Background: an optimization exercise with open tools, aiming at small area. Do not read the settings as production practice.
At most, simulation tests tie the RTL to the original design; equivalence was not proved.
Power figures rest on the tool's default switching activity, not on a simulated workload.

==> flow/design.v (excerpt) <==
module prt_agc (
    input  wire        clk,
    input  wire        rst,
    input  wire        bus_valid,
    input  wire        bus_wr,
    input  wire [7:0]  bus_addr,
    input  wire [31:0] bus_wdata,
    output reg  [31:0] bus_rdata,
    output wire        mem_req,
    output wire        mem_we,
    output wire [31:0] mem_addr,
    output wire [1:0]  mem_size,
    output wire [31:0] mem_wdata,
    input  wire        mem_ack,
    input  wire [31:0] mem_rdata,
    input  wire        cad_tick,
    input  wire        agc_tick,
    input  wire        cmp_in,
    output wire [5:0]  vref_code,
    output wire        ind_out,
    output wire        irq
);
Size: ~1500 cells after synthesis, roughly 190 I/O pins, about 18000 µm² of cells after synthesis.
export LEC_CHECK = 0
export CAP_MARGIN = 10
export CORE_MARGIN = 2
export CORE_UTILIZATION = 40
export SLEW_MARGIN = 10
create_clock -name core_clock -period 10.0 [get_ports {clk}]
standard.sh (not shown) runs the stock make flow with config.mk's settings and CLKGATE_MAP_FILE= SYNTH_SCRIPT=/design/flow/synth_recipe.tcl, a recipe that flattens the netlist after the stock synthesis.
==> flow/flow/run.sh <==
#!/bin/bash
# The standard ORFS layout (standard.sh), with these changes:
#  * synthesis maps the logic with an area-oriented ABC script
#    (flow/abc_area.script) instead of ORFS's speed script, and without the
#    half-adder cells, so that ABC maps the counters' decrementers itself;
#    the registers are mapped before ABC runs, so they are the standard
#    synthesis's;
#  * every port is still buffered, with sky130_fd_sc_hd__buf_1;
#  * the clock tree uses larger sink clusters and no dummy loads.
set -euo pipefail
here=$(pwd)
rm -rf "$here/orfs_scripts"
cp -r "$FLOW_HOME/scripts" "$here/orfs_scripts"
cp "$here/flow/abc_area.script" "$here/orfs_scripts/abc_speed.script"

# the platform's don't-use list, plus the half adders (synthesis only)
du=$(sed -n '/^export DONT_USE_CELLS += \\/,/^#/p' "$FLOW_HOME/platforms/sky130hd/config.mk" \
     | grep -o 'sky130_fd_sc_hd__[a-z0-9_]*' | tr '\n' ' ')
du="$du sky130_fd_sc_hd__ha_1 sky130_fd_sc_hd__ha_2 sky130_fd_sc_hd__ha_4"

export BUFFER_PORTS_ARGS="-buffer_cell sky130_fd_sc_hd__buf_1"
export CTS_ARGS="-sink_clustering_enable -repair_clock_nets -dont_use_dummy_load -buf_list sky130_fd_sc_hd__clkbuf_16 -sink_clustering_size 26 -sink_clustering_max_diameter 90"

bash standard.sh SCRIPTS_DIR="$here/orfs_scripts" DONT_USE_CELLS="$du" synth > "$here/synth.log" 2>&1
bash standard.sh > "$here/layout.log" 2>&1
==> flow/flow/abc_area.script <==
&get -n
&st
&dch -f
&nf -R 1000 -p
&put
topo
stime -c
The first run completed with no timing, DRC or antenna violations.
Edit:
--- a/flow/design.v
+++ b/flow/design.v
@@ -208,29 +208,28 @@
             st_cmp    <= 1'b0;
             st_ind    <= 1'b0;
             st_mism   <= 1'b0;
             if_done   <= 1'b0;
             if_tick   <= 1'b0;
             ien_done  <= 1'b0;
             ien_tick  <= 1'b0;
             err       <= 7'd0;
         end else begin
             armed     <= armed || arm_ok;
-            phase_wr  <= phase_wr ? !mem_ack : fetch_go;
+            phase_wr  <= (phase_wr && !mem_ack) || fetch_go;
             idle_pend <= (idle_pend && !idle_go) || exhaust || arm_ok || (cmd_stop && armed);
             req       <= !cmd_stop && (req_e || cad_req);
             run       <= !cmd_stop && (run_e || start_ok);
             cad_ld    <= cad_ld || start_ok;
             agc_ld    <= agc_ld || agc_load;
             if (agc_fire) begin
-                thr     <= agc_mism ? ((thr == 6'd63) ? thr : thr + 6'd1)
-                                    : ((thr == 6'd0)  ? thr : thr - 6'd1);
+                thr     <= thr_step;
                 st_ind  <= !st_ind;
                 st_cmp  <= cmp_in;
                 st_mism <= agc_mism;
             end else if (w_thr && !agc_en) begin
                 thr <= bus_wdata[5:0];
             end
             if (w_actl) begin
                 agc_idle <= bus_wdata[1];
                 agc_en   <= bus_wdata[0];
             end
=> Clock skew climbs by 17 ps. Clock power grows slightly. Count of clock-buffer cells in the layout stays the same. Worst setup slack gains 110 ps. Combinational power rises slightly. Die area decreases slightly. Flip-flop and latch count is unchanged. Design area came out lower slightly. Total power rose slightly. Final cell count shrinks slightly.
Function not checked in the second run of this note: the RTL went through the layout flow alone.

==> what the ideal ports hide <==
In the flow no input, the clock included, has a driving cell. The finished layouts below were timed again as built, in two steps.
Step 1, drivers: a clkbuf_16 drives clk and a buf_2 each remaining input, both assumed.
Step 2 adds t to the input delays and takes it off the output delays; t is the mean of the earliest and latest rising clock arrival at the registers after step 1. Input paths then give back, and output paths get back, about the clock's delay inside the block.
a / b / c = no drivers / after step 1 / after step 2; a / b = the first two.
run | t (ns) | setup slack, ns | worst setup path after step 2 | worst slew at a driven data input, ns | pins driven straight from the clock port
the first run | 0.578 | 0.422 / 0.372 / 0.950 | register to output | 0.05 | 1
the second run | 0.585 | 0.531 / 0.473 / 1.058 | register to output | 0.06 | 1
After both steps every run listed still meets setup and hold.
